Context: an optimization exercise on an open-source flow, tuned for small area. The choices shown serve that exercise and are no tape-out recipe. Function was checked by simulation only, so behaviour that the tests miss may differ from the original. Power is estimated from default activity; no workload was simulated.

<file path="flow/flow/run.sh">
#!/bin/bash
# The standard layout (standard.sh), with two changes:
#  - synthesis is the standard flow's own script (synth_recipe.tcl, registers untouched),
#    except that the combinational mapping uses flow/abc.script, an
#    area-oriented ABC script, in place of ORFS's abc_area.script;
#  - the port buffers are made from the smallest buffer cell (buf_1);
#  - the clock tree uses clkbuf_4/8 and no dummy loads.
set -euo pipefail
W=$(pwd)
{
  head -n 1 synth_recipe.tcl
  cat <<'T'
proc abc {args} {
  set out {}
  set skip 0
  foreach a $args {
    if {$skip} { set skip 0; continue }
    if {$a eq "-script"} { set skip 1; continue }
    if {$a eq "-D"} { set skip 1; continue }
    lappend out $a
  }
  yosys abc -script $::env(FLOW_ABC_SCRIPT) {*}$out
}
T
  tail -n +2 synth_recipe.tcl
} > flow_synth.tcl
sed "s#SYNTH_SCRIPT=[^ ]*#SYNTH_SCRIPT=$W/flow_synth.tcl#" standard.sh > flow_standard.sh
grep -q "SYNTH_SCRIPT=$W/flow_synth.tcl" flow_standard.sh
export FLOW_ABC_SCRIPT=$W/flow/abc.script
export BUFFER_PORTS_ARGS="-buffer_cell sky130_fd_sc_hd__buf_1"
export CTS_ARGS="-sink_clustering_enable -repair_clock_nets -dont_use_dummy_load -buf_list {sky130_fd_sc_hd__clkbuf_4 sky130_fd_sc_hd__clkbuf_8} -root_buf sky130_fd_sc_hd__clkbuf_8 -sink_clustering_size 25"
bash flow_standard.sh > flow_standard.log 2>&1
</file>
<file path="flow/flow/abc.script">
strash
ifraig
scorr
dc2
strash
&get -n
&dch -f
&nf -R 1000 -p
&put
strash
&get -n
&dch -f
&nf -R 1000 -p
&put
</file>
<file path="flow/standard.sh">
#!/bin/bash
# synth_recipe.tcl (not shown) runs the flow's synth.tcl, then flattens the netlist and writes it again
# the make line also repeats each setting of config.mk as NAME=value (left out here)
make -C /OpenROAD-flow-scripts/flow DESIGN_CONFIG=/design/flow/config.mk WORK_HOME=/design/flow/orfs CLKGATE_MAP_FILE= SYNTH_SCRIPT=/design/flow/synth_recipe.tcl "${@:-finish}"
</file>
<file path="flow/config.mk">
export PLATFORM = sky130hd
export DESIGN_NAME = serprog_engine
export DESIGN_NICKNAME = serprog_engine
export VERILOG_FILES = /design/flow/design.v
export SDC_FILE = /design/flow/constraint.sdc
export NUM_CORES = 4
export LEC_CHECK = 0
export ABC_AREA = 1
export CAP_MARGIN = 20
export CORE_MARGIN = 2
export CORE_UTILIZATION = 40
export PLACE_DENSITY = 0.6
export SLEW_MARGIN = 20
</file>
<file path="flow/constraint.sdc">
create_clock -name core_clock -period 10.0 [get_ports {clk}]
set_input_delay 2.0000 -clock core_clock [delete_from_list [all_inputs] [get_ports {clk}]]
set_output_delay 2.0000 -clock core_clock [all_outputs]
set_load 0.01 [all_outputs]
</file>
<file path="flow/design.v">
module serprog_engine (
    input  wire        clk,
    input  wire        rst,         
    input  wire        in_valid,
    input  wire [7:0]  in_data,
    output wire        in_ready,
    output wire        out_valid,
    output wire [7:0]  out_data,
    input  wire        out_ready,
    output wire        reg_en,
    output wire        reg_we,
    output wire [1:0]  reg_addr,
    output wire [63:0] reg_wdata,
    input  wire [31:0] reg_rdata
);
    localparam [3:0] S_AWAIT = 4'b0000, S_ARG1 = 4'b0001, S_ARG6  = 4'b0010, S_REPLY = 4'b0011,
                     S_CMD   = 4'b0100, S_CGET = 4'b0101, S_BDECW = 4'b0110, S_BDEC  = 4'b0111,
                     S_CTRL  = 4'b1000, S_POLL = 4'b1001, S_CIW   = 4'b1010, S_POP   = 4'b1011,
                     S_PX    = 4'b1100, S_BUSY = 4'b1101, S_GX    = 4'b1110, S_WRZ   = 4'b1111;
    localparam [5:0] A_IFACE = 6'd3, A_SYNC = 6'd6, A_ACK = 6'd7, A_NAK = 6'd8, A_SERBUF = 6'd9, A_PGM = 6'd12, A_BUS = 6'd29, A_CMDMAP = 6'd31;
    reg [7:0] r0, r1, r2, r3, r4, r5, r6;
    reg [7:0] ib;
    reg [2:0] pos;
    reg [3:0] st;
    reg [5:0] ptr;           
    reg       rx;            
    reg       bor;           
    wire [1:0] j = ptr[1:0];
    wire [8:0] rom =
        (ptr == 6'd3) ? {1'b0, 8'h06} :
        (ptr == 6'd4) ? {1'b0, 8'h01} :
        (ptr == 6'd5) ? {1'b1, 8'h00} :
        (ptr == 6'd6) ? {1'b0, 8'h15} :
        (ptr == 6'd7) ? {1'b1, 8'h06} :
        (ptr == 6'd8) ? {1'b1, 8'h15} :
        (ptr == 6'd9) ? {1'b0, 8'h06} :
        (ptr == 6'd10) ? {1'b0, 8'hFF} :
        (ptr == 6'd11) ? {1'b1, 8'hFF} :
        (ptr == 6'd12) ? {1'b0, 8'h06} :
        (ptr == 6'd13) ? {1'b0, "m"} :
        (ptr == 6'd14) ? {1'b0, "8"} :
        (ptr == 6'd15) ? {1'b0, "8"} :
        (ptr == 6'd16) ? {1'b0, "c"} :
        (ptr == 6'd17) ? {1'b0, "s"} :
        (ptr == 6'd18) ? {1'b0, "8"} :
        (ptr == 6'd19) ? {1'b0, "0"} :
        (ptr == 6'd20) ? {1'b0, "0"} :
        (ptr == 6'd21) ? {1'b0, "1"} :
        (ptr == 6'd22) ? {1'b0, " "} :
        (ptr == 6'd23) ? {1'b0, "f"} :
        (ptr == 6'd24) ? {1'b0, "l"} :
        (ptr == 6'd25) ? {1'b0, "a"} :
        (ptr == 6'd26) ? {1'b0, "s"} :
        (ptr == 6'd27) ? {1'b0, "h"} :
        (ptr == 6'd28) ? {1'b1, 8'h00} :
        (ptr == 6'd29) ? {1'b0, 8'h06} :
        (ptr == 6'd30) ? {1'b1, 8'h08} :
        (ptr == 6'd31) ? {1'b0, 8'h06} :
        (ptr == 6'd32) ? {1'b0, 8'h3F} :
        (ptr == 6'd34) ? {1'b0, 8'h2D} :
        (ptr == 6'd63) ? {1'b1, 8'h00} :
        9'd0;
    wire get_fire = in_valid  & in_ready;
    wire put_fire = out_valid & out_ready;
    wire at_j  = (pos == {1'b0, j});               
    wire at_a  = (pos == ptr[2:0]);                
    wire hi3   = (pos == 3'd4) | (pos == 3'd5) | (pos == 3'd6);
    wire lo3   = (pos == 3'd0) | (pos == 3'd1) | (pos == 3'd2);
    wire tx_ok   = ~reg_rdata[12] & ~reg_rdata[11];         
    wire rx_ok   = |reg_rdata[20:16];                       
    wire st_busy = reg_rdata[0];
    reg        wr_ib, wr_zero, cp, chain, ld_ib;
    reg        ird, ova, ren, rwe;
    always @* begin
        wr_ib = 1'b0; wr_zero = 1'b0; cp = 1'b0; chain = 1'b0; ld_ib = 1'b0;
        ird = 1'b0; ova = 1'b0; ren = 1'b0; rwe = 1'b0;
        case (st)
            S_AWAIT: ird = 1'b1;
            S_ARG1:  ird = 1'b1;
            S_ARG6:  if (!bor) ird = (ptr[2:0] != 3'd3);
                     else wr_ib = at_a;
            S_REPLY: begin ova = 1'b1; cp = ~rx & hi3; end
            S_CTRL:  begin
                         cp = ~rx & hi3;
                         if (pos == 3'd4 && !bor) begin ren = 1'b1; rwe = 1'b1; end
                     end
            S_CMD:   chain = lo3;
            S_CGET:  ird = 1'b1;
            S_CIW:   if (pos == 3'd3) begin
                         if (!bor) wr_ib = 1'b1;
                         else begin ren = 1'b1; rwe = 1'b1; end
                     end
            S_BDEC:  begin chain = hi3; wr_zero = rx & (pos == 3'd0); end
            S_POLL:  begin ren = 1'b1; wr_zero = ~pos[2]; end
            S_POP:   begin ren = (pos == 3'd6); wr_zero = ~pos[2]; end
            S_PX:    if (!bor) ld_ib = at_j; else ova = 1'b1;
            S_GX:    if (!bor) ird = 1'b1; else wr_ib = at_j;
            S_WRZ:   begin
                         wr_zero = (j != 2'd0) & ~pos[2] & (pos[1:0] >= j);
                         if (pos == 3'd0) begin ren = 1'b1; rwe = 1'b1; end
                     end
            S_BUSY:  ren = 1'b1;
            default: ;
        endcase
    end
    assign in_ready  = ird;
    assign out_valid = ova;
    assign out_data  = st[3] ? ib : rom[7:0];
    assign reg_en    = ren;
    assign reg_we    = rwe;
    assign reg_addr  = st[1:0];
    wire g_hi  = ~st[1];
    wire g_mid = st[0] | ~st[1];
    assign reg_wdata = {13'd0, g_hi & rx, g_hi & ~rx, g_hi,
                        {r5, r4} & {16{g_hi}},
                        {r3, r2, r1} & {24{g_mid}},
                        r0};
    wire [7:0] src  = r0 | (cp ? r3 : 8'd0);
    wire       bin  = chain & bor;
    wire [7:0] dec  = src - {7'd0, bin};
    wire [7:0] r6_n = wr_ib ? ib : wr_zero ? 8'd0 : dec;
    wire pop = (st == S_POP) & (pos == 3'd6);
    always @(posedge clk) begin
        {r3, r2, r1, r0} <= {r4, r3, r2, r1} | (reg_rdata & {32{pop}});
        r4 <= r5; r5 <= r6; r6 <= r6_n;
        pos <= (rst || pos == 3'd6) ? 3'd0 : pos + 3'd1;
    end
    always @(posedge clk) begin
        if (get_fire)
            ib <= in_data;
        else if (ld_ib)
            ib <= r0;
    end
    always @(posedge clk) begin
        case (st)
            S_AWAIT: if (get_fire) bor <= 1'b0;
            S_ARG6:  if (!bor) begin if (get_fire) bor <= 1'b1; end
                     else if (at_a && ptr[2:0] != 3'd6) bor <= 1'b0;
            S_CTRL:  if (pos == 3'd6) bor <= 1'b0;
            S_CMD:   if (pos == 3'd6) bor <= 1'b1;
                     else if (chain) bor <= bor & (r0 == 8'd0);
            S_CIW:   if (pos == 3'd3) bor <= 1'b1;
            S_BDECW: if (pos == 3'd3) bor <= 1'b1;
            S_BDEC:  if (chain) bor <= bor & (r0 == 8'd0);
            S_PX:    if (ld_ib) bor <= 1'b1;
            S_GX:    if (get_fire) bor <= 1'b1;
            default: ;
        endcase
    end
    always @(posedge clk) begin
        if (rst) begin
            st <= S_AWAIT;
        end else begin
            case (st)
                S_AWAIT: if (get_fire) begin
                    rx <= 1'b0;
                    case (in_data)
                        8'h00: begin ptr <= A_ACK;    st <= S_REPLY; end
                        8'h01: begin ptr <= A_IFACE;  st <= S_REPLY; end
                        8'h02: begin ptr <= A_CMDMAP; st <= S_REPLY; end
                        8'h03: begin ptr <= A_PGM;    st <= S_REPLY; end
                        8'h04: begin ptr <= A_SERBUF; st <= S_REPLY; end
                        8'h05: begin ptr <= A_BUS;    st <= S_REPLY; end
                        8'h10: begin ptr <= A_SYNC;   st <= S_REPLY; end
                        8'h12: begin ptr <= A_NAK;    st <= S_ARG1;  end
                        8'h13: begin ptr <= A_ACK - 6'd7; st <= S_ARG6; end
                        8'h15: begin ptr <= A_ACK;    st <= S_ARG1;  end
                        default: begin ptr <= A_NAK;  st <= S_REPLY; end
                    endcase
                end
                S_ARG1: if (get_fire) begin
                    if (in_data == 8'h08) ptr <= A_ACK;
                    st <= S_REPLY;
                end
                S_ARG6: if (!bor) begin
                            if (ptr[2:0] == 3'd3) ptr <= ptr + 6'd1;
                            else if (get_fire && ptr[2] && in_data != 8'd0) rx <= 1'b1;
                        end else if (at_a) begin
                            ptr <= ptr + 6'd1;
                            if (ptr[2:0] == 3'd6) st <= S_REPLY;
                        end
                S_REPLY: if (put_fire) begin
                    ptr <= ptr + 6'd1;
                    if (rom[8]) st <= bor ? S_CTRL : S_AWAIT;
                end
                S_CTRL: if (pos == 3'd4 && !bor) begin ptr <= 6'd0; st <= S_CMD; end
                S_CMD: if (pos == 3'd3) st <= bor ? S_BDEC : S_CGET;
                S_CGET: if (get_fire) st <= S_CIW;
                S_CIW: if (pos == 3'd3 && bor) st <= S_CMD;
                S_BDECW: if (pos == 3'd3) st <= S_BDEC;
                S_BDEC: if (pos == 3'd0) begin
                    if (bor) st <= (j != 2'd0 && !rx) ? S_WRZ : S_BUSY;
                    else if (j == 2'd0) st <= S_POLL;
                    else st <= rx ? S_PX : S_GX;
                end
                S_POLL: if (rx ? rx_ok : tx_ok) st <= rx ? S_POP : S_GX;
                S_POP: if (pos == 3'd6) st <= S_PX;
                S_PX: if (put_fire) begin ptr <= ptr + 6'd1; st <= S_BDECW; end
                S_GX: if (bor && at_j) begin
                    ptr <= ptr + 6'd1;
                    st <= (j == 2'd3) ? S_WRZ : S_BDECW;
                end
                S_WRZ: if (pos == 3'd0) st <= (j == 2'd0) ? S_BDECW : S_BUSY;
                S_BUSY: if (!st_busy) st <= S_AWAIT;
                default: st <= S_AWAIT;
            endcase
        end
    end
endmodule
</file>
==> impl_metrics.tcl, run 1 <==
set metrics [dict create \
    yosysMostFrequentCell "dfxtp_1" \
    cap_violations 0 \
    drtIter0Drc 329 \
    ys_warn_count 1 \
    fmax_mhz 200 \
    hold_viol_final 0 \
    drive_gt1_frac 0.0226 \
    vias_per_cell 5.64 \
    grt_start_max_net_pins 34 \
    period_share 0.500 \
    tightest_slew_ns 0.803 \
    fp-row-count 38 \
    seq_power_share 0.420 \
    synth_area_leader_cell "dfxtp_1" \
    power.clock.fraction 0.133 \
    p_leak_nw 2.16 \
    htree_levels 3 \
    grt_setup_unrepaired "no" \
    end_kind "output pin" \
    crit_path_max_fanout 12 \
    drcViolationCount 0 \
    holdCritStartpoint "r6[0]$_DFF_P_" \
    postCtsHoldBufs 0 \
    yosys-mux-area-fraction 0.0125 \
    r2r-start "st[0]$_SDFFE_PP0P_" \
    antenna_found_initial 0 \
    dr_total_vias 4541 \
    ir_drop_uv 146 \
    ys.flop_type "dfxtp_1" \
    drv_slew 0 \
    pre_cts_ws_ns 5.40 \
    holdPathStages 0 \
    setup_violations 0 \
    cts_tree "done" \
    synthCells 547 \
    clock_path_buffers 2 \
    dieArea_sq_um 12100 \
    numPortBuffers 108 \
    die_h_microns 110 \
    final.setup.tns_ns 0 \
    grt_usage 0.251 \
    critPathKind "flip-flop to output pin" \
    globalRoute.totalOverflow 0 \
    power_density_nw_per_um2 268 \
    hpwl_microns 11200 \
    synthSimpleGateAreaFrac 0.264 \
    holdPathEnd "r5[0]$_DFF_P_" \
    cts_resized 0 \
    ys_ff_latch 79 \
    relSlewSlack 0.463 \
    fin_util 0.473 \
    post_cts_buffers 0 \
    p_comb_frac 0.447 \
    finalClockSkew_ns 0.0249 \
    synthTopCellsByArea "dfxtp_1, edfxtp_1, a21o_1" \
    syn_avg_cell_area_sq_um 8.23 \
    arrival_ns 3.00 \
    netlist_top_cells_count "dfxtp_1, nand2_1, nor2_1, o21ai_0, a21oi_1" \
    grt_pass1_vias 4347 \
    grt_pass1_wl_microns 23000 \
    wirelength_microns 14600 \
    swShare 0.437 \
    synth-xor-area-share 0.0117 \
    syn_to_final_growth_pct 14.8 \
    seq_area_frac_synth 0.387 \
    r2r-end "ptr[1]$_DFFE_PP_" \
    nets 731 \
    core-area_sq_um 10900 \
    p_int_mw 0.779 \
    outcome "timing/DRC/antenna clean" \
    synth_adder_area_share 0.0556 \
    period_minus_slack_ns 5.00 \
    initial_core_util 0.412 \
    p_switching_mw 0.605 \
    worst_slack_ns 5.00 \
    cts-root-buf "clkbuf_8" \
    clk_pin_slew_ns 0.09 \
    synth_top_family_by_area "simple AND/OR/NAND/NOR gates" \
    reg2reg_slack_ns 6.73 \
    gp_congestion 0.964 \
    synth_compound_area_frac 0.229 \
    synth_cell_types 49 \
    reg2reg_depth 8 \
    synth_top_area_frac 0.280 \
    die_x_microns 110 \
    startpoint_type "flip-flop" \
    synth_area_sq_um 4500 \
    cp_data_required_time_ns 8.00 \
    diodes 0 \
    dr.pass1.iters 5 \
    post_drt_wl_per_cell_microns 18.1 \
    synth_edf_count 16 \
    clock_sinks 79 \
    antenna_left 0 \
    hold_class "flip-flop to flip-flop" \
    io_pins 122 \
    async_flop_share 0 \
    clk_latency_ns 0.35 \
    cts_made_buffers 9 \
]
-- layout make-up --
cell class / instances / area [sq um]
repair buffers: 113 / 443
inverters: 16 / 60.1
clock buffers: 9 / 124
fillers: 1152 / 5760
multi-input cells: 448 / 2630
well taps: 140 / 175
flip-flops and latches: 79 / 1740
-- layer usage --
layer	routed length (microns)	global-route usage	vias up
met2	6610	0.396	208
met3	997	0.0453	45
met1	6430	0.329	2087
li1	-	-	2201
met5	0	0	-
met4	545	0.126	0
-- power groups by stage --
stage,registers [mW],clock network (mW),logic (mW)
global route,0.599,0.205,0.687
CTS,0.582,0.192,0.617
finish,0.582,0.184,0.618
floorplan,0.560,0,0.410
detailed placement,0.587,0,0.612
global placement,0.583,0,0.614
-- worst max-delay path: stages, from the launching register on --
cell      delay, ns
edfxtp_1       0.48
nor2b_1        0.63
nand2_1        0.27
o22ai_1        0.20
nor3_1         0.06
a31oi_1        0.13
nor2_1         0.06
nor3_1         0.16
nor2_1         0.05
o21ai_0        0.13
nand2_1        0.09
o21ai_0        0.16
buf_1          0.21
-- stage by stage --
stage | cell area [sq um] | hold WS [ns] | instances | total power [mW]
2_1_floorplan | 4550 | 0.310 | 559 | 0.970
3_3_place_gp | 5050 | 0.313 | 796 | 1.20
3_5_place_dp | 5050 | 0.312 | 796 | 1.20
4_1_cts | 5170 | 0.323 | 805 | 1.39
5_1_grt | 5170 | 0.323 | 805 | 1.49
6_report | 5170 | 0.318 | 805 | 1.38
-- sequential cells by signal (all words and copies together) (netlist names) --
name / flops
ptr: 6
bor: 1
r2: 8
r4: 8
r0: 8
ib: 8
pos: 3
r5: 8
rx: 1
r1: 8
st: 4
r6: 8
r3: 8
-- worst max path at each step --
stage	endpoint	start	depth (start not counted)	slack, ns
3_3_place_gp	out_data[4]	ptr[4]$_DFFE_PP_	12	5.49
6_report	out_data[4]	ptr[4]$_DFFE_PP_	12	5.00
3_5_place_dp	out_data[4]	ptr[4]$_DFFE_PP_	12	5.40
2_1_floorplan	reg_en	st[1]$_SDFFE_PP0P_	4	5.74
4_1_cts	out_data[4]	ptr[4]$_DFFE_PP_	12	5.04
5_1_grt	out_data[4]	ptr[4]$_DFFE_PP_	12	4.69
-- logic make-up after synthesis --
group,Yosys count
xor+xnor,6
mux,5
other cells,1
compound gates,162
flops,79
simple gates,242
fa+ha+maj,20
buf+inv,32
-- cells in the final DEF (no fill, tap or decap), types with 10 or more instances in the layout --
| cell type | netlist | layout |
|---|---|---|
| a21oi_1 | 38 | 38 |
| nor2b_1 | 27 | 27 |
| a21o_1 | 35 | 35 |
| nand3_1 | 24 | 24 |
| ha_1 | 20 | 20 |
| conb_1 | 1 | 13 |
| dfxtp_1 | 63 | 63 |
| edfxtp_1 | 16 | 16 |
| a31oi_1 | 10 | 10 |
| and2_0 | 30 | 30 |
| nand2_1 | 60 | 60 |
| buf_1 | 0 | 108 |
| o21ai_0 | 40 | 40 |
| nor3_1 | 23 | 23 |
| nor2_1 | 50 | 50 |
| clkinv_1 | 16 | 16 |
==> inputs of run 2 (changes only) <==
--- a/flow/flow/abc.script
+++ b/flow/flow/abc.script
@@ -3,4 +3,8 @@
 scorr
 dc2
+strash
+&get -n
+&deepsyn -T 60
+&put
 strash
 &get -n
==> impl_metrics.tcl, run 2 <==
set metrics [dict create \
    vias_per_cell 5.58 \
    synth_area_leader_cell "dfxtp_1" \
    clock_sinks 79 \
    core-area_sq_um 10400 \
    slowest_delay_ns 0.45 \
    p_switching_mw 0.528 \
    clk_latency_ns 0.35 \
    p_leak_nw 2.10 \
    post_cts_buffers 0 \
    dr.pass1.iters 5 \
    drcViolationCount 0 \
    initial_core_util 0.415 \
    fmax_mhz 203 \
    die_h_microns 108 \
    synth_top_area_frac 0.293 \
    p_int_mw 0.706 \
    cp_common_cell "nor3_1" \
    yosysMostFrequentCell "dfxtp_1" \
    cts_resized 0 \
    die_x_microns 108 \
    path_delay_family "simple AND/OR/NAND/NOR gates" \
    hold_class "flip-flop to flip-flop" \
    dieArea_sq_um 11600 \
    mostFrequentLayoutCells "buf_1, dfxtp_1, nand2_1" \
    globalRoute.totalOverflow 0 \
    nFillCells 1052 \
    cts_tree "done" \
    drive_gt1_frac 0.0265 \
    synth_area_sq_um 4310 \
    final.setup.tns_ns 0 \
    arrival_ns 2.92 \
    seq_power_share 0.418 \
    ys_warn_count 1 \
    hold_viol_final 0 \
    grt_pass1_vias 3961 \
    cts-root-buf "clkbuf_8" \
    clock_path_buffers 2 \
    ys.flop_type "dfxtp_1" \
    syn_to_final_growth_pct 15.5 \
    holdCritStartpoint "r6[0]$_DFF_P_" \
    antenna_left 0 \
    critPathBufInv 2 \
    antenna_found_initial 0 \
    fp-row-count 37 \
    swShare 0.428 \
    fin_util 0.480 \
    cp_data_required_time_ns 8.00 \
    nets 669 \
    cts_made_buffers 9 \
    ir_drop_uv 92.3 \
    critPathKind "flip-flop to output pin" \
    diodes 0 \
    grt_setup_unrepaired "no" \
    drtIter0Drc 329 \
    synth_cell_types 52 \
    postCtsHoldBufs 0 \
    synth_edf_count 16 \
    reg2reg_slack_ns 6.22 \
    r2r-start "st[1]$_SDFFE_PP0P_" \
    gp_congestion 0.955 \
    tightest_slew_ns 0.930 \
    finalClockSkew_ns 0.0282 \
    netlist_top_cells_count "dfxtp_1, nand2_1, a21o_1, nor2_1, a21oi_1" \
    crit_path_max_fanout 16 \
    setup.worst_path.start "ptr[0]$_DFFE_PP_" \
    drv_slew 0 \
    grt_pass1_wl_microns 20200 \
    end_kind "output pin" \
    wirelength_microns 12900 \
    period_minus_slack_ns 4.92 \
    cap_violations 0 \
    grt_usage 0.222 \
    period_share 0.492 \
    holdWs_ns 0.311 \
    ys_ff_latch 79 \
    crit_path_cell_trace "clkinv_1 -> ha_1 -> nor3_1 -> nor3_1 -> a32oi_1 -> nand3_1 -> a31oi_1 -> a21oi_1 -> nor2_1 -> buf_1" \
    synthCells 485 \
    power.clock.fraction 0.149 \
    startpoint_type "flip-flop" \
    syn_avg_cell_area_sq_um 8.88 \
    hpwl_microns 9830 \
    setup_violations 0 \
    outcome "timing/DRC/antenna clean" \
    dr_total_vias 4122 \
    io_pins 122 \
    post_drt_wl_per_cell_microns 17.4 \
    slowest_stage "edfxtp_1" \
    power_density_nw_per_um2 248 \
    htree_levels 3 \
    numPortBuffers 108 \
    grt_start_max_net_pins 34 \
    async_flop_share 0 \
    seq_area_frac_synth 0.405 \
    relSlewSlack 0.375 \
    p_comb_frac 0.432 \
    synthTopCellsByArea "dfxtp_1, edfxtp_1, a21o_1" \
    clk_pin_slew_ns 0.09 \
    final_common_cell "buf_1" \
]
## run 2: cell types whose count changed after synthesis, moves of 4 or more
cell | previous run | this run
a21oi_1 | 38 | 31
a22o_1 | 0 | 4
a31oi_1 | 10 | 5
and2_0 | 30 | 26
and3_1 | 9 | 2
nand2_1 | 60 | 41
nand2b_1 | 1 | 6
nand3_1 | 24 | 14
nand3b_1 | 1 | 5
nor2_1 | 50 | 34
nor3_1 | 23 | 14
o211ai_1 | 6 | 1
o21ai_0 | 40 | 29
o31ai_1 | 1 | 5
## run 2: metrics by stage
stage	power, mW	setup slack (ns)	area [sq um]	instances
floorplan	0.862	5.59	4350	497
global placement	1.05	5.63	4850	730
detailed placement	1.05	5.51	4850	730
CTS	1.23	5.15	4970	739
global route	1.32	4.88	4970	739
finish	1.23	5.08	4970	739
## run 2: final cells by class
| class | instances | area, sq um | share of cell area |
|---|---|---|---|
| sequential | 79 | 1740 | 0.350 |
| tap | 136 | 170 | 0.0342 |
| multi-input combinational | 388 | 2440 | 0.491 |
| inverter | 14 | 52.6 | 0.0106 |
| clock buffer | 9 | 124 | 0.0249 |
| timing repair buffer | 113 | 443 | 0.0890 |
## run 2: final timing paths
path / endpoint / cells past startpoint
min: r5[0]$_DFF_P_ / 0
max: out_data[4] / 10
max reg2reg: bor$_DFFE_PP_ / 7
min reg2reg: r5[0]$_DFF_P_ / 0
## run 2: logic make-up after synthesis
| family | after synthesis | share of synthesized area |
|---|---|---|
| AOI/OAI and AO/OA | 151 | 0.235 |
| and+or+nand+nor | 190 | 0.229 |
| other | 1 | 0.000871 |
| DFF | 79 | 0.405 |
| muxes | 8 | 0.0203 |
| adders and majority gates | 20 | 0.0581 |
| xor gates and xnor gates | 6 | 0.0122 |
| buffers and inverters | 30 | 0.0401 |
## run 2: routing by layer
metal | GRT usage | part of all wire
met5 | 0 | 0
met2 | 0.335 | 0.45
met1 | 0.316 | 0.46
met4 | 0.0769 | 0.021
met3 | 0.0436 | 0.074
## run 2: power groups by stage
stage,clock network (mW),logic [mW],registers (mW)
finish,0.184,0.533,0.516
global placement,0,0.530,0.519
floorplan,0,0.368,0.493
CTS,0.189,0.530,0.514
detailed placement,0,0.526,0.521
global route,0.199,0.592,0.529
==> inputs of run 3 (changes only) <==
--- a/flow/design.v
+++ b/flow/design.v
@@ -184,5 +184,5 @@
                     if (rom[8]) st <= bor ? S_CTRL : S_AWAIT;
                 end
-                S_CTRL: if (pos == 3'd4 && !bor) begin ptr <= 6'd0; st <= S_CMD; end
+                S_CTRL: if (pos == 3'd4 && !bor) st <= S_CMD;    
                 S_CMD: if (pos == 3'd3) st <= bor ? S_BDEC : S_CGET;
                 S_CGET: if (get_fire) st <= S_CIW;
--- a/flow/flow/run.sh
+++ b/flow/flow/run.sh
@@ -3,7 +3,7 @@
 #  - synthesis is the standard flow's own script (synth_recipe.tcl, registers untouched),
 #    except that the combinational mapping uses flow/abc.script, an
-#    area-oriented ABC script, in place of ORFS's abc_area.script;
+#    area-oriented ABC script (with &deepsyn), in place of ORFS's abc_area.script;
 #  - the port buffers are made from the smallest buffer cell (buf_1);
-#  - the clock tree uses clkbuf_4/8 and no dummy loads.
+#  - the clock tree uses clkbuf_4 leaves, a clkbuf_8 root and no dummy loads.
 set -euo pipefail
 W=$(pwd)
@@ -29,4 +29,4 @@
 export FLOW_ABC_SCRIPT=$W/flow/abc.script
 export BUFFER_PORTS_ARGS="-buffer_cell sky130_fd_sc_hd__buf_1"
-export CTS_ARGS="-sink_clustering_enable -repair_clock_nets -dont_use_dummy_load -buf_list {sky130_fd_sc_hd__clkbuf_4 sky130_fd_sc_hd__clkbuf_8} -root_buf sky130_fd_sc_hd__clkbuf_8 -sink_clustering_size 25"
+export CTS_ARGS="-sink_clustering_enable -repair_clock_nets -dont_use_dummy_load -buf_list {sky130_fd_sc_hd__clkbuf_4} -root_buf sky130_fd_sc_hd__clkbuf_8 -sink_clustering_size 16"
 bash flow_standard.sh > flow_standard.log 2>&1
==> impl_metrics.tcl, run 3 <==
set metrics [dict create \
    final_common_cell "buf_1" \
    hold_viol_final 0 \
    worst_slack_ns 4.16 \
    vias_per_cell 5.50 \
    crit_path_cell_trace "clkinv_1 -> ha_1 -> o21bai_1 -> nor2_1 -> a31oi_1 -> nor2_1 -> a21oi_1 -> a32oi_1 -> and3_1 -> nor2_1 -> nand2_1 -> a31oi_1 -> nand3_1 -> a32o_1 -> buf_1" \
    yosys-mux-area-fraction 0.0157 \
    drv_slew 0 \
    final.setup.tns_ns 0 \
    finalClockSkew_ns 0.0265 \
    syn_to_final_growth_pct 15.6 \
    yosysMostFrequentCell "dfxtp_1" \
    die_h_microns 108 \
    grt_setup_unrepaired "no" \
    netlist_top_cells_count "dfxtp_1, nand2_1, nor2_1, a21oi_1, a21o_1" \
    grt_start_max_net_pins 41 \
    cts_resized 0 \
    critPathKind "flip-flop to output pin" \
    crit_path_max_fanout 16 \
    io_pins 122 \
    async_flop_share 0 \
    wirelength_microns 12800 \
    post_drt_wl_per_cell_microns 17.0 \
    cts_made_buffers 9 \
    fin_area_sq_um 4970 \
    mostFrequentLayoutCells "buf_1, dfxtp_1, nand2_1" \
    syn_avg_cell_area_sq_um 8.62 \
    initial_core_util 0.415 \
    synthTopCellsByArea "dfxtp_1, edfxtp_1, a21o_1" \
    grt_pass1_wl_microns 19900 \
    dr_total_vias 4147 \
    seq_area_frac_synth 0.405 \
    core-area_sq_um 10400 \
    post_cts_buffers 0 \
    htree_levels 3 \
    clock_sinks 79 \
    drive_gt1_frac 0.0259 \
    die_x_microns 108 \
    antenna_found_initial 0 \
    clk_latency_ns 0.35 \
    synth_cell_types 45 \
    cp_common_cell "nor2_1" \
    slowest_delay_ns 0.47 \
    synthSimpleGateAreaFrac 0.243 \
    end_kind "output pin" \
    synth_adder_area_share 0.0582 \
    p_leak_nw 2.09 \
    synthCells 499 \
    hpwl_microns 9630 \
    clk_pin_slew_ns 0.09 \
    pre_cts_ws_ns 4.68 \
    clock_path_buffers 2 \
    drtIter0Drc 399 \
    nets 684 \
    hold_class "flip-flop to flip-flop" \
    ys_ff_latch 79 \
    p_switching_mw 0.556 \
    ir_drop_uv 106 \
    fp-row-count 37 \
    slowest_stage "edfxtp_1" \
    period_share 0.584 \
    power.clock.fraction 0.145 \
    synth_top_area_frac 0.293 \
    cts_tree "done" \
    synth_area_leader_cell "dfxtp_1" \
    setup_violations 0 \
    dr.pass1.iters 5 \
    p_comb_frac 0.466 \
    fin_util 0.480 \
    cap_violations 0 \
    swShare 0.439 \
    ys.flop_type "dfxtp_1" \
    synth_edf_count 16 \
    cts-root-buf "clkbuf_8" \
    gp_congestion 0.957 \
    ys_warn_count 1 \
    numPortBuffers 108 \
    startpoint_type "flip-flop" \
    cp_data_required_time_ns 8.00 \
    relSlewSlack 0.368 \
    synth-xor-area-share 0.0163 \
    outcome "timing/DRC/antenna clean" \
    globalRoute.totalOverflow 0 \
    grt_usage 0.222 \
    arrival_ns 3.84 \
    drcViolationCount 0 \
    critPathBufInv 2 \
    postCtsHoldBufs 0 \
    synth_compound_area_frac 0.220 \
    seq_power_share 0.388 \
    period_minus_slack_ns 5.84 \
    antenna_left 0 \
    path_delay_family "compound AO/OA/AOI/OAI gates" \
    synth_top_family_by_area "simple AND/OR/NAND/NOR gates" \
    p_int_mw 0.711 \
    tightest_slew_ns 0.948 \
    dieArea_sq_um 11600 \
    power_density_nw_per_um2 255 \
    synth_area_sq_um 4300 \
    placed_cell_area_sq_um 4850 \
    fmax_mhz 171 \
    grt_pass1_vias 3738 \
    diodes 0 \
]
==> run 3: changes by cell type in the layout (fill, tap and decap cells not counted), sizes merged, moves of 4 or more <==
| cell | change |
|---|---|
| nor2 | +9 |
| a21oi | +7 |
| a211oi | -6 |
| a31oi | +6 |
| nor3 | +5 |
| nand2b | +4 |
==> run 3: metrics by stage <==
stage	power, mW	std cells	hold WS (ns)
after global routing	1.36	754	0.308
after global placement	1.09	745	0.312
final	1.27	754	0.314
after floorplan	0.880	511	0.310
after detailed placement	1.08	745	0.315
after CTS	1.27	754	0.305
==> run 3: kinds of logic after synthesis <==
| kind of cell | Yosys count |
|---|---|
| AO/OA/AOI/OAI | 148 |
| flip-flops | 79 |
| XOR/XNOR | 8 |
| AND/OR/NAND/NOR | 206 |
| multiplexers | 6 |
| other | 1 |
| buffers and inverters | 31 |
| adder cells (fa/ha/maj) | 20 |
==> run 3: worst register-to-register path, delay by kind of cell, from the launching register on <==
kind / cells / cell delay [ns]
AO/OA/AOI/OAI: 3 / 0.70
adder cells (fa/ha/maj): 1 / 0.34
buffers and inverters: 1 / 0.38
flip-flops: 1 / 0.65
AND/OR/NAND/NOR: 2 / 1.00
==> run 3: path summary, 6_finish.rpt <==
path / from / endpoint / slack, ns / cells past startpoint
worst max-delay path: ptr[0]$_DFFE_PP_ / out_data[4] / 4.16 / 15
worst min-delay path: r6[4]$_DFF_P_ / r5[4]$_DFF_P_ / 0.31 / 0
worst max register to register: ptr[2]$_DFFE_PP_ / rx$_DFFE_PP_ / 6.62 / 7
worst min register to register: r6[4]$_DFF_P_ / r5[4]$_DFF_P_ / 0.31 / 0
==> run 3: routing by layer <==
metal  global-route usage  vias up  wire length, microns
li1                     -     1997                     -
met1                0.330     1948                  6200
met2                0.316      182                  5440
met3               0.0418       20                   856
met4               0.0797        0                   306
met5                    0        -                     0
==> run 3: layout make-up <==
| cell class | instances | area, sq um |
|---|---|---|
| inverters | 15 | 56.3 |
| flip-flops and latches | 79 | 1740 |
| clock buffers | 9 | 124 |
| repair buffers | 114 | 450 |
| fillers | 1080 | 5400 |
| well taps | 136 | 170 |
| multi-input cells | 401 | 2430 |
==> run 3: power by group through the flow <==
stage	Sequential (mW)	Clock, mW	Combinational (mW)
floorplan	0.497	0	0.383
global placement	0.497	0	0.590
detailed placement	0.498	0	0.584
CTS	0.492	0.189	0.586
global route	0.503	0.203	0.659
finish	0.492	0.184	0.591
==> inputs of run 4 (changes only) <==
==> flow/flow/run.sh (replaced) <==
#!/bin/bash
# The standard layout (standard.sh), with these changes:
#  - synthesis is the standard flow's own script (synth_recipe.tcl, registers untouched),
#    except that the combinational mapping uses flow/abc.script, an
#    area-oriented ABC script (with &deepsyn), in place of ORFS's abc_area.script,
#    and adders are not mapped to ha/fa cells beforehand (ADDER_MAP_FILE empty);
#  - the port buffers are made from the smallest buffer cell (buf_1);
#  - the clock tree uses clkbuf_4/8 and no dummy loads.
set -euo pipefail
W=$(pwd)
{
  head -n 1 synth_recipe.tcl
  cat <<'T'
proc abc {args} {
  set out {}
  set skip 0
  foreach a $args {
    if {$skip} { set skip 0; continue }
    if {$a eq "-script"} { set skip 1; continue }
    if {$a eq "-D"} { set skip 1; continue }
    lappend out $a
  }
  yosys abc -script $::env(FLOW_ABC_SCRIPT) {*}$out
}
T
  tail -n +2 synth_recipe.tcl
} > flow_synth.tcl
sed "s#SYNTH_SCRIPT=[^ ]*#SYNTH_SCRIPT=$W/flow_synth.tcl#" standard.sh > flow_standard.sh
grep -q "SYNTH_SCRIPT=$W/flow_synth.tcl" flow_standard.sh
export FLOW_ABC_SCRIPT=$W/flow/abc.script
export BUFFER_PORTS_ARGS="-buffer_cell sky130_fd_sc_hd__buf_1"
export CTS_ARGS="-sink_clustering_enable -repair_clock_nets -dont_use_dummy_load -buf_list {sky130_fd_sc_hd__clkbuf_4 sky130_fd_sc_hd__clkbuf_8} -root_buf sky130_fd_sc_hd__clkbuf_8 -sink_clustering_size 25"
# ADDER_MAP_FILE= : no separate adder mapping (no ha/fa cells); ABC maps the adders too
bash flow_standard.sh ADDER_MAP_FILE= finish > flow_standard.log 2>&1
--- a/flow/config.mk
+++ b/flow/config.mk
@@ -7,7 +7,7 @@
 export LEC_CHECK = 0
 export ABC_AREA = 1
-export CAP_MARGIN = 20
+export CAP_MARGIN = 0
 export CORE_MARGIN = 2
 export CORE_UTILIZATION = 40
 export PLACE_DENSITY = 0.6
-export SLEW_MARGIN = 20
+export SLEW_MARGIN = 0
==> impl_metrics.tcl, run 4 <==
set metrics [dict create \
    outcome "timing/DRC/antenna clean" \
    yosysMostFrequentCell "dfxtp_1" \
    grt_pass1_vias 3522 \
    period_minus_slack_ns 4.55 \
    fmax_mhz 220 \
    nFillCells 992 \
    clock_sinks 79 \
    cts_made_buffers 9 \
    crit_path_max_fanout 13 \
    startpoint_type "flip-flop" \
    arrival_ns 2.55 \
    htree_levels 3 \
    seq_area_frac_synth 0.441 \
    p_leak_nw 1.93 \
    dr_total_vias 3827 \
    syn_to_final_growth_pct 17.3 \
    netlist_top_cells_count "dfxtp_1, nor2_1, nand2_1, a21o_1, a21oi_1" \
    grt_pass1_wl_microns 18300 \
    synth_top_area_frac 0.319 \
    mostFrequentLayoutCells "buf_1, dfxtp_1, nor2_1" \
    io_pins 122 \
    ir_drop_uv 134 \
    dr.pass1.iters 6 \
    gp_congestion 0.993 \
    antenna_found_initial 0 \
    relSlewSlack 0.286 \
    antenna_left 0 \
    ys_warn_count 1 \
    end_kind "output pin" \
    hold_viol_final 0 \
    final_common_cell "buf_1" \
    setup_violations 0 \
    clk_pin_slew_ns 0.08 \
    core-area_sq_um 9680 \
    synth_area_leader_cell "dfxtp_1" \
    synthCells 462 \
    synth_area_sq_um 3950 \
    clock_path_buffers 2 \
    cap_violations 0 \
    wirelength_microns 11800 \
    synth_cell_types 43 \
    ys_ff_latch 79 \
    tightest_slew_ns 1.07 \
    die_h_microns 103 \
    clk_latency_ns 0.35 \
    critPathKind "flip-flop to output pin" \
    numPortBuffers 108 \
    initial_core_util 0.408 \
    ys.flop_type "dfxtp_1" \
    cp_data_required_time_ns 8.00 \
    dieArea_sq_um 10700 \
    cts_tree "done" \
    drv_slew 0 \
    diodes 0 \
    final.setup.tns_ns 0 \
    post_cts_buffers 0 \
    cts_resized 0 \
    grt_start_max_net_pins 40 \
    grt_setup_unrepaired "no" \
    synthTopCellsByArea "dfxtp_1, edfxtp_1, a21o_1" \
    drcViolationCount 0 \
    syn_avg_cell_area_sq_um 8.56 \
    die_x_microns 103 \
    post_drt_wl_per_cell_microns 16.5 \
    finalClockSkew_ns 0.0242 \
    drive_gt1_frac 0.0309 \
    drtIter0Drc 359 \
    async_flop_share 0 \
    hold_class "flip-flop to flip-flop" \
    grt_usage 0.226 \
    globalRoute.totalOverflow 0 \
    vias_per_cell 5.34 \
    cts-root-buf "clkbuf_8" \
    period_share 0.455 \
    power.total_mw 1.35 \
    fp-row-count 36 \
    power_density_nw_per_um2 292 \
    nets 629 \
    synth_edf_count 16 \
    hpwl_microns 8800 \
    postCtsHoldBufs 0 \
]
[run 4: cell types whose count changed after synthesis, moves of 4 or more]
| cell | delta |
|---|---|
| nand3_1 | -10 |
| a21oi_1 | -4 |
| or3_1 | +4 |
| nand2_1 | -6 |
| a32oi_1 | -4 |
| ha_1 | -20 |
| and3_1 | -4 |
| nor2_1 | +10 |
| nor4_1 | +4 |
[run 4: path summary, 6_finish.rpt]
path | start | to | cells past startpoint | slack, ns
worst min register to register | r6[3]$_DFF_P_ | r5[3]$_DFF_P_ | 0 | 0.31
worst max register to register | st[1]$_SDFFE_PP0P_ | bor$_DFFE_PP_ | 12 | 6.73
worst max-delay path | ptr[0]$_DFFE_PP_ | out_data[6] | 7 | 5.45
worst min-delay path | r6[3]$_DFF_P_ | r5[3]$_DFF_P_ | 0 | 0.31
[run 4: critical path, cell delays in order (launching register included)]
cell and delay (ns):
edfxtp_1 0.56, nor2_1 0.42, nor3_1 0.12, nor4_1 0.44
a21oi_1 0.18, o21a_1 0.16, nor3_1 0.16, buf_1 0.17
[run 4: cell families after synthesis]
family                 synth area share
AND/OR/NAND/NOR                   0.249
AO/OA/AOI/OAI                     0.230
flip-flops                        0.441
buffers and inverters            0.0437
multiplexers                     0.0228
XOR/XNOR                         0.0133
other                          0.000948
[run 4: cell type report]
type,count,area [sq um],area share
multi-input cells,365,2090,0.450
flip-flops and latches,79,1740,0.376
repair buffers,116,465,0.100
well taps,133,166,0.0359
clock buffers,9,124,0.0267
inverters,14,52.6,0.0113
[run 4: power by group]
part	internal (mW)	switching (mW)
Clock	0.0804	0.0999
Combinational	0.229	0.369
Sequential	0.469	0.106
Total	0.779	0.574
[run 4: metal layers]
metal  global-route usage  wire [microns]  up-vias  share of wire
met5                    0               0        -              0
met4               0.0719             162        0          0.014
met3               0.0612             903       16          0.077
met2                0.330            5240      151           0.44
met1                0.323            5490     1796           0.47
li1                     -               -     1864              -
[run 4: per-stage QoR]
stage	util	hold slack [ns]	area [sq um]	std cells	setup WS, ns
global placement	0.466	0.315	4510	707	5.92
detailed placement	0.466	0.312	4510	707	5.83
floorplan	-	0.310	4000	474	5.49
CTS	0.479	0.313	4640	716	5.46
finish	0.479	0.314	4640	716	5.45
global route	0.479	0.323	4640	716	5.12
==> inputs of run 5 (changes only) <==
--- a/flow/config.mk
+++ b/flow/config.mk
@@ -7,7 +7,7 @@
 export LEC_CHECK = 0
 export ABC_AREA = 1
-export CAP_MARGIN = 0
+export CAP_MARGIN = 20
 export CORE_MARGIN = 2
 export CORE_UTILIZATION = 40
 export PLACE_DENSITY = 0.6
-export SLEW_MARGIN = 0
+export SLEW_MARGIN = 20
==> impl_metrics.tcl, run 5 <==
set metrics [dict create \
    dr_total_vias 3827 \
    drcViolationCount 0 \
    async_flop_share 0 \
    postCtsHoldBufs 0 \
    post_drt_wl_per_cell_microns 16.5 \
    arrival_ns 2.55 \
    grt_start_max_net_pins 40 \
    period_share 0.455 \
    io_pins 122 \
    power.clock.fraction 0.133 \
    cap_violations 0 \
    clk_pin_slew_ns 0.08 \
    cp_data_required_time_ns 8.00 \
    initial_core_util 0.408 \
    netlist_top_cells_count "dfxtp_1, nor2_1, nand2_1, a21o_1, a21oi_1" \
    grt_util_met2 0.330 \
    die_x_microns 103 \
    swShare 0.424 \
    gp_congestion 0.993 \
    critPathKind "flip-flop to output pin" \
    fp-row-count 36 \
    placed_cell_area_sq_um 4510 \
    use_met3 0.0612 \
    drtIter0Drc 359 \
    pre_cts_ws_ns 5.83 \
    power_density_nw_per_um2 292 \
    clk_latency_ns 0.35 \
    dr.pass1.iters 6 \
    clock_path_buffers 2 \
    synthCells 462 \
    drv_slew 0 \
    p_leak_nw 1.93 \
    die_h_microns 103 \
    synth_top_area_frac 0.319 \
    final_common_cell "buf_1" \
    fmax_mhz 220 \
    syn_avg_cell_area_sq_um 8.56 \
    nets 629 \
    wirelength_microns 11800 \
    clock_sinks 79 \
    finalClockSkew_ns 0.0242 \
    htree_levels 3 \
    dieArea_sq_um 10700 \
    holdPathStages 0 \
    post_cts_buffers 0 \
    p_comb_frac 0.442 \
    synth_cell_types 43 \
    ys_ff_latch 79 \
    top_usage_layer "met2" \
    synth_area_sq_um 3950 \
    hold_class "flip-flop to flip-flop" \
    final.setup.tns_ns 0 \
    mostFrequentLayoutCells "buf_1, dfxtp_1, nor2_1" \
    p_int_mw 0.779 \
    stdcell_count 716 \
    vias_per_cell 5.34 \
    core-area_sq_um 9680 \
    ys.flop_type "dfxtp_1" \
    crit_path_max_fanout 13 \
    numPortBuffers 108 \
    worst_slack_ns 5.45 \
    setup_violations 0 \
    use_met1 0.323 \
    end_kind "output pin" \
    syn_to_final_growth_pct 17.3 \
    nFillCells 992 \
    tightest_slew_ns 1.07 \
    ys_warn_count 1 \
    synthTopCellsByArea "dfxtp_1, edfxtp_1, a21o_1" \
    regArea_sq_um 1740 \
    grt_usage 0.226 \
    cts_made_buffers 9 \
    relSlewSlack 0.286 \
    holdWs_ns 0.314 \
    grt_pass1_wl_microns 18300 \
    diodes 0 \
    reg2reg_slack_ns 6.73 \
    synth_area_leader_cell "dfxtp_1" \
    antenna_left 0 \
    hpwl_microns 8800 \
    period_minus_slack_ns 4.55 \
    yosysMostFrequentCell "dfxtp_1" \
    cts_resized 0 \
    seq_area_frac_synth 0.441 \
    hold_viol_final 0 \
    p_switching_mw 0.574 \
    ir_drop_uv 134 \
    fin_area_sq_um 4640 \
    startpoint_type "flip-flop" \
    grt_setup_unrepaired "no" \
    seq_power_share 0.425 \
    synth_edf_count 16 \
    reg2reg_depth 12 \
    multi_input_area_sq_um 2090 \
    grt_pass1_vias 3522 \
    cts_tree "done" \
    dp.cells 707 \
    outcome "timing/DRC/antenna clean" \
    drive_gt1_frac 0.0309 \
    antenna_found_initial 0 \
    globalRoute.totalOverflow 0 \
    cts-root-buf "clkbuf_8" \
]
run 5: path summary, 6_finish.rpt:
check | start | endpoint
worst max register to register | st[1]$_SDFFE_PP0P_ | bor$_DFFE_PP_
worst min register to register | r6[3]$_DFF_P_ | r5[3]$_DFF_P_
worst min-delay path | r6[3]$_DFF_P_ | r5[3]$_DFF_P_
worst max-delay path | ptr[0]$_DFFE_PP_ | out_data[6]
run 5: per-layer routing:
layer  vias up  wire length [microns]  part of all wire
met5         -                      0                 0
met4         0                    162             0.014
met3        16                    903             0.077
met2       151                   5240              0.44
met1      1796                   5490              0.47
li1       1864                      -                 -
run 5: logic make-up (layout without fill, tap and decap cells):
group / Yosys count / after routing / share of synthesized area
DFF: 79 / 79 / 0.441
other: 1 / 13 / 0.000948
xor gates and xnor gates: 6 / 6 / 0.0133
muxes: 8 / 8 / 0.0228
buffers and inverters: 30 / 139 / 0.0437
AOI/OAI and AO/OA: 142 / 142 / 0.230
and+or+nand+nor: 196 / 196 / 0.249
run 5: power groups by stage:
stage | registers, mW | logic, mW | clock network, mW
after floorplan | 0.566 | 0.389 | 0
after global placement | 0.577 | 0.592 | 0
after detailed placement | 0.578 | 0.593 | 0
after CTS | 0.574 | 0.598 | 0.187
after global routing | 0.593 | 0.664 | 0.202
final | 0.575 | 0.598 | 0.180
run 5: final cells by class:
type / count / share of cell area
clock buffer: 9 / 0.0267
inverter: 14 / 0.0113
sequential: 79 / 0.376
tap: 133 / 0.0359
multi-input combinational: 365 / 0.450
timing repair buffer: 116 / 0.100
run 5: worst max-delay path, cell delays in order, from the launching register on:
cell,delay [ns]
edfxtp_1,0.56
nor2_1,0.42
nor3_1,0.12
nor4_1,0.44
a21oi_1,0.18
o21a_1,0.16
nor3_1,0.16
buf_1,0.17
run 5: through the flow:
stage                     power [mW]   util
after detailed placement        1.17  0.466
final                           1.35  0.479
after CTS                       1.36  0.479
after floorplan                0.955      -
after global placement          1.17  0.466
after global routing            1.46  0.479
==> inputs of run 6 (changes only) <==
--- a/flow/flow/run.sh
+++ b/flow/flow/run.sh
@@ -32,3 +32,3 @@
 export CTS_ARGS="-sink_clustering_enable -repair_clock_nets -dont_use_dummy_load -buf_list {sky130_fd_sc_hd__clkbuf_4 sky130_fd_sc_hd__clkbuf_8} -root_buf sky130_fd_sc_hd__clkbuf_8 -sink_clustering_size 25"
 # ADDER_MAP_FILE= : no separate adder mapping (no ha/fa cells); ABC maps the adders too
-bash flow_standard.sh ADDER_MAP_FILE= finish > flow_standard.log 2>&1
+bash flow_standard.sh ADDER_MAP_FILE= SKIP_REPAIR_TIE_FANOUT=1 finish > flow_standard.log 2>&1
==> impl_metrics.tcl, run 6 <==
set metrics [dict create \
    startpoint_type "flip-flop" \
    p_leak_nw 1.88 \
    hold_class "flip-flop to flip-flop" \
    synth_cell_types 43 \
    ir_drop_uv 125 \
    final.setup.tns_ns 0 \
    grt_pass1_wl_microns 18400 \
    mostFrequentLayoutCells "buf_1, dfxtp_1, nor2_1" \
    ys.flop_type "dfxtp_1" \
    drcViolationCount 0 \
    crit_path_max_fanout 33 \
    drtIter0Drc 274 \
    relSlewSlack 0.310 \
    fmax_mhz 217 \
    synthCells 462 \
    io_pins 122 \
    die_h_microns 103 \
    dr_total_vias 3861 \
    netlist_top_cells_count "dfxtp_1, nor2_1, nand2_1, a21o_1, a21oi_1" \
    postCtsHoldBufs 0 \
    syn_avg_cell_area_sq_um 8.56 \
    outcome "timing/DRC/antenna clean" \
    syn_to_final_growth_pct 15.8 \
    grt_pass1_vias 3513 \
    cts_tree "done" \
    synth_top_area_frac 0.319 \
    yosysMostFrequentCell "dfxtp_1" \
    initial_core_util 0.408 \
    period_minus_slack_ns 4.60 \
    cts-root-buf "clkbuf_8" \
    core-area_sq_um 9680 \
    htree_levels 3 \
    critPathKind "flip-flop to output pin" \
    wirelength_microns 11900 \
    cts_resized 0 \
    hold_viol_final 0 \
    clock_sinks 79 \
    post_cts_buffers 0 \
    clk_latency_ns 0.35 \
    final_common_cell "buf_1" \
    diodes 0 \
    cap_violations 0 \
    vias_per_cell 5.50 \
    antenna_found_initial 0 \
    gp_congestion 0.961 \
    regArea_sq_um 1740 \
    die_x_microns 103 \
    hpwl_microns 8830 \
    nFillCells 979 \
    cp_data_required_time_ns 8.00 \
    async_flop_share 0 \
    antenna_left 0 \
    drv_slew 0 \
    fp-row-count 36 \
    period_share 0.460 \
    synth_area_sq_um 3950 \
    synth_edf_count 16 \
    tightest_slew_ns 1.03 \
    globalRoute.totalOverflow 0 \
    cts_made_buffers 9 \
    post_drt_wl_per_cell_microns 17.0 \
    finalClockSkew_ns 0.0330 \
    multi_input_area_sq_um 2040 \
    ys_warn_count 1 \
    ys_ff_latch 79 \
    dieArea_sq_um 10700 \
    grt_usage 0.225 \
    power_density_nw_per_um2 295 \
    grt_start_max_net_pins 40 \
    holdWs_ns 0.323 \
    clock_path_buffers 2 \
    dr.pass1.iters 5 \
    synth_area_leader_cell "dfxtp_1" \
    setup_violations 0 \
    nets 615 \
    synthTopCellsByArea "dfxtp_1, edfxtp_1, a21o_1" \
    clk_pin_slew_ns 0.08 \
    arrival_ns 2.60 \
    numPortBuffers 108 \
    seq_area_frac_synth 0.441 \
    grt_setup_unrepaired "no" \
    drive_gt1_frac 0.0281 \
    end_kind "output pin" \
]
-- run 6: cell counts after synthesis --
No cell type changed its count.
-- run 6: cell families after synthesis --
group | share of synthesized area
AOI/OAI and AO/OA | 0.230
xor gates and xnor gates | 0.0133
buffers and inverters | 0.0437
DFF | 0.441
muxes | 0.0228
other | 0.000948
and+or+nand+nor | 0.249
-- run 6: worst max-delay path, cell delays in order, from the launching register on --
cell,delay [ns]
dfxtp_1,0.81
nor2_1,0.23
a2bb2oi_1,0.34
nor2_2,0.05
buf_4,0.25
a211oi_1,0.32
clkinv_1,0.11
buf_1,0.14
-- run 6: worst paths after layout --
check	from	endpoint	slack, ns	cells past startpoint
setup / recovery	st[0]$_SDFFE_PP0P_	reg_en	5.40	7
hold / removal	r6[5]$_DFF_P_	r5[5]$_DFF_P_	0.32	0
hold reg to reg	r6[5]$_DFF_P_	r5[5]$_DFF_P_	0.32	0
setup reg to reg	st[2]$_SDFFE_PP0P_	r6[5]$_DFF_P_	6.50	9
-- run 6: where the power goes --
part	total, mW	internal (mW)	leakage, nW	switching [mW]
Combinational	0.580	0.225	1.15	0.355
Sequential	0.588	0.469	0.675	0.119
Clock	0.185	0.0806	0.0647	0.104
-- run 6: metrics by stage --
stage	utilization	cell area, sq um	std cells	setup slack (ns)	power [mW]
after floorplan	-	3950	462	5.49	0.955
after global placement	0.460	4450	693	5.89	1.16
after detailed placement	0.460	4450	693	5.79	1.16
after CTS	0.473	4580	702	5.40	1.35
after global routing	0.473	4580	702	5.20	1.46
final	0.473	4580	702	5.40	1.35
-- run 6: routing by layer --
layer / vias to the layer above / track usage / share of wire
met3: 15 / 0.0437 / 0.081
met4: 0 / 0.0729 / 0.014
met1: 1818 / 0.333 / 0.47
met2: 177 / 0.327 / 0.44
met5: - / 0 / 0
li1: 1851 / - / -
-- run 6: area by class of cell --
type / count / share of cell area
clock buffers: 9 / 0.0271
multi-input cells: 353 / 0.446
repair buffers: 114 / 0.0984
inverters: 14 / 0.0115
well taps: 133 / 0.0364
flip-flops and latches: 79 / 0.381
==> inputs of run 7 (changes only) <==
--- a/flow/flow/run.sh
+++ b/flow/flow/run.sh
@@ -6,5 +6,7 @@
 #    and adders are not mapped to ha/fa cells beforehand (ADDER_MAP_FILE empty);
 #  - the port buffers are made from the smallest buffer cell (buf_1);
-#  - the clock tree uses clkbuf_4/8 and no dummy loads.
+#  - the clock tree uses clkbuf_4/8 and no dummy loads;
+#  - the constant outputs share the one tie cell that synthesis gives them
+#    (SKIP_REPAIR_TIE_FANOUT=1) instead of one tie cell each.
 set -euo pipefail
 W=$(pwd)
--- a/flow/config.mk
+++ b/flow/config.mk
@@ -10,4 +10,5 @@
 export CORE_MARGIN = 2
 export CORE_UTILIZATION = 40
+export GPL_TIMING_DRIVEN = 0
 export PLACE_DENSITY = 0.6
 export SLEW_MARGIN = 20
==> impl_metrics.tcl, run 7 <==
set metrics [dict create \
    outcome "timing/DRC/antenna clean" \
    grt_pass1_vias 3544 \
    postCtsHoldBufs 0 \
    arrival_ns 2.99 \
    stdcell_count 713 \
    netlist_top_cells_count "dfxtp_1, nor2_1, nand2_1, a21o_1, a21oi_1" \
    clock_path_buffers 2 \
    reg2reg_slack_ns 6.33 \
    cts-root-buf "clkbuf_8" \
    syn_avg_cell_area_sq_um 8.56 \
    fp-row-count 36 \
    crit_path_cell_trace "nor2b_1 -> nand2_1 -> nor2_4 -> a211oi_1 -> clkinv_1 -> buf_1" \
    path_delay_family "simple AND/OR/NAND/NOR gates" \
    nFillCells 988 \
    final.setup.tns_ns 0 \
    crit_path_max_fanout 33 \
    grt_start_max_net_pins 40 \
    initial_core_util 0.408 \
    period_share 0.499 \
    die_h_microns 103 \
    dp.cells 704 \
    slowest_stage "dfxtp_1" \
    vias_per_cell 5.54 \
    reg2reg_depth 10 \
    slowest_delay_ns 1.03 \
    globalRoute.totalOverflow 0 \
    post_drt_wl_per_cell_microns 16.3 \
    tightest_slew_ns 1.08 \
    finalClockSkew_ns 0.0263 \
    cp_data_required_time_ns 8.00 \
    die_x_microns 103 \
    end_kind "output pin" \
    hpwl_microns 8590 \
    grt_util_met2 0.331 \
    numPortBuffers 108 \
    synthCells 462 \
    synth_edf_count 16 \
    antenna_left 0 \
    io_pins 122 \
    dr.pass1.iters 5 \
    cts_resized 0 \
    grt_setup_unrepaired "no" \
    use_met1 0.309 \
    drtIter0Drc 305 \
    post_cts_buffers 0 \
    synthTopCellsByArea "dfxtp_1, edfxtp_1, a21o_1" \
    critPathKind "flip-flop to output pin" \
    power_density_nw_per_um2 290 \
    placed_cell_area_sq_um 4550 \
    hold_viol_final 0 \
    ys_ff_latch 79 \
    gp_congestion 0.948 \
    dr_total_vias 3953 \
    yosysMostFrequentCell "dfxtp_1" \
    nets 626 \
    holdPathStages 0 \
    ys_warn_count 1 \
    drcViolationCount 0 \
    grt_usage 0.218 \
    cts_tree "done" \
    fin_util 0.483 \
    antenna_found_initial 0 \
    synth_area_leader_cell "dfxtp_1" \
    power.total_mw 1.36 \
    pre_cts_ws_ns 5.39 \
    period_minus_slack_ns 4.99 \
    clk_pin_slew_ns 0.08 \
    grt_pass1_wl_microns 18100 \
    synth_top_area_frac 0.319 \
    core-area_sq_um 9680 \
    startpoint_type "flip-flop" \
    dieArea_sq_um 10700 \
    drive_gt1_frac 0.0534 \
    p_leak_nw 1.94 \
    worst_slack_ns 5.01 \
    htree_levels 3 \
    cts_made_buffers 9 \
    use_met3 0.0423 \
    clock_sinks 79 \
    cap_violations 0 \
    final_common_cell "buf_1" \
    synth_area_sq_um 3950 \
    fin_area_sq_um 4680 \
    critPathBufInv 2 \
    hold_class "flip-flop to flip-flop" \
    ir_drop_uv 125 \
    async_flop_share 0 \
    top_usage_layer "met2" \
    fmax_mhz 200 \
    drv_slew 0 \
    seq_area_frac_synth 0.441 \
    syn_to_final_growth_pct 18.4 \
    mostFrequentLayoutCells "buf_1, dfxtp_1, nor2_1" \
    wirelength_microns 11700 \
    synth_cell_types 43 \
    clk_latency_ns 0.35 \
    setup_violations 0 \
    ys.flop_type "dfxtp_1" \
    cp_num_cells 6 \
    relSlewSlack 0.281 \
    diodes 0 \
    holdWs_ns 0.335 \
]
## run 7: cell counts after synthesis
Identical to the previous run, type by type.
## run 7: routing by layer
layer,vias to the layer above,part of all wire
li1,1878,-
met1,1831,0.45
met2,223,0.44
met3,21,0.092
met4,0,0.019
met5,-,0
## run 7: cell type report
type                    count  area, sq um  area share
clock buffers               9          124      0.0265
inverters                  14         52.6      0.0112
repair buffers            109          410      0.0877
well taps                 133          166      0.0356
multi-input cells         353         2060       0.441
flip-flops and latches     79         1740       0.372
plain buffers              16          120      0.0257
## run 7: report_power, final
| part | total [mW] | switching (mW) | internal (mW) | leakage, nW |
|---|---|---|---|---|
| Clock | 0.180 | 0.0993 | 0.0805 | 0.0647 |
| Combinational | 0.563 | 0.333 | 0.230 | 1.20 |
| Sequential | 0.614 | 0.144 | 0.470 | 0.675 |
## run 7: cell families (layout without fill, tap and decap cells)
kind of cell / count (synthesis) / in the layout / share of synthesized area
AO/OA/AOI/OAI: 142 / 142 / 0.230
XOR/XNOR: 6 / 6 / 0.0133
buffers and inverters: 30 / 148 / 0.0437
flip-flops: 79 / 79 / 0.441
multiplexers: 8 / 8 / 0.0228
other: 1 / 1 / 0.000948
AND/OR/NAND/NOR: 196 / 196 / 0.249
## run 7: path summary, 6_finish.rpt
path,endpoint,from
min,r5[4]$_DFF_P_,r6[4]$_DFF_P_
min reg2reg,r5[4]$_DFF_P_,r6[4]$_DFF_P_
max reg2reg,st[1]$_SDFFE_PP0P_,st[3]$_SDFFE_PP0P_
max,reg_en,st[3]$_SDFFE_PP0P_
## run 7: worst reg2reg max path, cell delays in order (launching register included)
cell and delay, ns:
dfxtp_1 1.03, or2_0 0.39, o22ai_1 0.24, o21ai_0 0.38
buf_2 0.28, a21oi_1 0.05, o21ai_0 0.16, nand2_1 0.09
a221oi_1 0.44, o21ai_0 0.17, a221oi_1 0.35
==> inputs of run 8 (changes only) <==
--- a/flow/config.mk
+++ b/flow/config.mk
@@ -10,5 +10,4 @@
 export CORE_MARGIN = 2
 export CORE_UTILIZATION = 40
-export GPL_TIMING_DRIVEN = 0
 export PLACE_DENSITY = 0.6
 export SLEW_MARGIN = 20
==> impl_metrics.tcl, run 8 <==
set metrics [dict create \
    final.setup.tns_ns 0 \
    ys_ff_latch 79 \
    post_drt_wl_per_cell_microns 17.0 \
    multi_input_area_sq_um 2040 \
    synth_top_area_frac 0.319 \
    path_delay_family "flip-flops" \
    regArea_sq_um 1740 \
    cts-root-buf "clkbuf_8" \
    async_flop_share 0 \
    cts_made_buffers 9 \
    synth_area_leader_cell "dfxtp_1" \
    die_x_microns 103 \
    critPathBufInv 3 \
    cap_violations 0 \
    postCtsHoldBufs 0 \
    synthTopCellsByArea "dfxtp_1, edfxtp_1, a21o_1" \
    mostFrequentLayoutCells "buf_1, dfxtp_1, nor2_1" \
    syn_avg_cell_area_sq_um 8.56 \
    r2r-end "r6[5]$_DFF_P_" \
    setup_violations 0 \
    seq_area_frac_synth 0.441 \
    fmax_mhz 217 \
    final_common_cell "buf_1" \
    dr.pass1.iters 5 \
    globalRoute.totalOverflow 0 \
    cp_data_required_time_ns 8.00 \
    clock_sinks 79 \
    wirelength_microns 11900 \
    grt_pass1_wl_microns 18400 \
    crit_path_max_fanout 33 \
    clk_latency_ns 0.35 \
    r2r-start "st[2]$_SDFFE_PP0P_" \
    diodes 0 \
    grt_setup_unrepaired "no" \
    grt_usage 0.225 \
    cts_resized 0 \
    io_pins 122 \
    ys.flop_type "dfxtp_1" \
    drtIter0Drc 274 \
    startpoint_type "flip-flop" \
    gp_congestion 0.961 \
    power.total_mw 1.35 \
    yosysMostFrequentCell "dfxtp_1" \
    post_cts_buffers 0 \
    initial_core_util 0.408 \
    outcome "timing/DRC/antenna clean" \
    holdPathEnd "r5[5]$_DFF_P_" \
    dr_total_vias 3861 \
    clk_pin_slew_ns 0.08 \
    crit_path_cell_trace "nor2_1 -> a2bb2oi_1 -> nor2_2 -> buf_4 -> a211oi_1 -> clkinv_1 -> buf_1" \
    synthCells 462 \
    antenna_found_initial 0 \
    finalClockSkew_ns 0.0330 \
    vias_per_cell 5.50 \
    synth_area_sq_um 3950 \
    htree_levels 3 \
    end_kind "output pin" \
    relSlewSlack 0.310 \
    period_minus_slack_ns 4.60 \
    holdPathStages 0 \
    ir_drop_uv 125 \
    period_share 0.460 \
    synth_cell_types 43 \
    grt_pass1_vias 3513 \
    netlist_top_cells_count "dfxtp_1, nor2_1, nand2_1, a21o_1, a21oi_1" \
    reg2reg_depth 9 \
    fp-row-count 36 \
    p_leak_nw 1.88 \
    hpwl_microns 8830 \
    arrival_ns 2.60 \
    antenna_left 0 \
    drv_slew 0 \
    synth_edf_count 16 \
    tightest_slew_ns 1.03 \
    holdCritStartpoint "r6[5]$_DFF_P_" \
    critPathKind "flip-flop to output pin" \
    core-area_sq_um 9680 \
    hold_viol_final 0 \
    slowest_stage "dfxtp_1" \
    hold_class "flip-flop to flip-flop" \
    nets 615 \
    power_density_nw_per_um2 295 \
    drcViolationCount 0 \
    reg2reg_slack_ns 6.50 \
    numPortBuffers 108 \
    cts_tree "done" \
    ys_warn_count 1 \
    die_h_microns 103 \
    drive_gt1_frac 0.0281 \
    clock_path_buffers 2 \
    dieArea_sq_um 10700 \
    slowest_delay_ns 0.81 \
    syn_to_final_growth_pct 15.8 \
    grt_start_max_net_pins 40 \
    nFillCells 979 \
]
-- run 8: cell types whose count changed in the layout (fill, tap and decap cells not counted), sizes merged --
cell / before / now
buf: 125 / 114
-- run 8: layout make-up --
cell class,count,area share
flip-flops and latches,79,0.381
repair buffers,114,0.0984
well taps,133,0.0364
inverters,14,0.0115
multi-input cells,353,0.446
clock buffers,9,0.0271
-- run 8: worst max path at each step --
stage	startpoint	endpoint	slack [ns]	cells past startpoint
2_1_floorplan	st[1]$_SDFFE_PP0P_	reg_en	5.49	5
3_3_place_gp	st[0]$_SDFFE_PP0P_	out_valid	5.89	4
3_5_place_dp	st[0]$_SDFFE_PP0P_	out_valid	5.79	4
4_1_cts	st[0]$_SDFFE_PP0P_	out_valid	5.40	4
5_1_grt	st[0]$_SDFFE_PP0P_	out_valid	5.20	4
6_report	st[0]$_SDFFE_PP0P_	reg_en	5.40	7
-- run 8: per-layer routing --
metal,share of wire,up-vias,GRT usage
met3,0.081,15,0.0437
li1,-,1851,-
met4,0.014,0,0.0729
met2,0.44,177,0.327
met1,0.47,1818,0.333
met5,0,-,0
-- run 8: stage by stage --
step	setup WS [ns]	cells	hold slack, ns	utilization	instance area [sq um]
global placement	5.89	693	0.313	0.460	4450
global route	5.20	702	0.326	0.473	4580
CTS	5.40	702	0.323	0.473	4580
detailed placement	5.79	693	0.314	0.460	4450
finish	5.40	702	0.323	0.473	4580
floorplan	5.49	462	0.310	-	3950
-- run 8: report_power, final --
| part | internal, mW | switching, mW | total (mW) |
|---|---|---|---|
| Sequential | 0.469 | 0.119 | 0.588 |
| Combinational | 0.225 | 0.355 | 0.580 |
| Clock | 0.0806 | 0.104 | 0.185 |
-- run 8: cells by family (layout without fill, tap and decap cells) --
| kind of cell | count (synthesis) | after routing | synth area share |
|---|---|---|---|
| muxes | 8 | 8 | 0.0228 |
| other | 1 | 1 | 0.000948 |
| and+or+nand+nor | 196 | 196 | 0.249 |
| xor gates and xnor gates | 6 | 6 | 0.0133 |
| AOI/OAI and AO/OA | 142 | 142 | 0.230 |
| buffers and inverters | 30 | 137 | 0.0437 |
| DFF | 79 | 79 | 0.441 |

-- what the ideal ports hide --
How much do the figures lean on ideal ports? The routed layouts below were timed once more, with nothing changed but the port constraints.
Step 1 (the two cells are an assumption about what drives the block):
set clk [get_ports {clk}]
set_driving_cell -lib_cell sky130_fd_sc_hd__clkbuf_16 $clk
set_driving_cell -lib_cell sky130_fd_sc_hd__buf_2 [delete_from_list [all_inputs] $clk]
Step 2 adds t to the input delays and takes it off the output delays; t is the mean of the earliest and latest rising clock arrival at the registers after step 1. Input paths then give back, and output paths get back, about the clock's delay inside the block.
Three values: no drivers, after step 1, after step 2; two values: the first two.
| run | shift t [ns] | setup slack, ns | worst register clock-pin slew, ns |
|---|---|---|---|
| run 1 | 0.378 | 5.001 / 4.966 / 5.344 | 0.09 / 0.09 |
| run 2 | 0.365 | 5.082 / 5.049 / 5.414 | 0.09 / 0.09 |
| run 3 | 0.369 | 4.162 / 4.128 / 4.497 | 0.09 / 0.09 |
| run 4 | 0.376 | 5.448 / 5.414 / 5.790 | 0.08 / 0.08 |
| run 5 | 0.376 | 5.448 / 5.414 / 5.790 | 0.08 / 0.08 |
| run 6 | 0.364 | 5.399 / 5.368 / 5.732 | 0.09 / 0.09 |
| run 7 | 0.363 | 5.008 / 4.979 / 5.342 | 0.09 / 0.09 |
| run 8 | 0.364 | 5.399 / 5.368 / 5.732 | 0.09 / 0.09 |
After both steps every run listed still meets setup and hold.
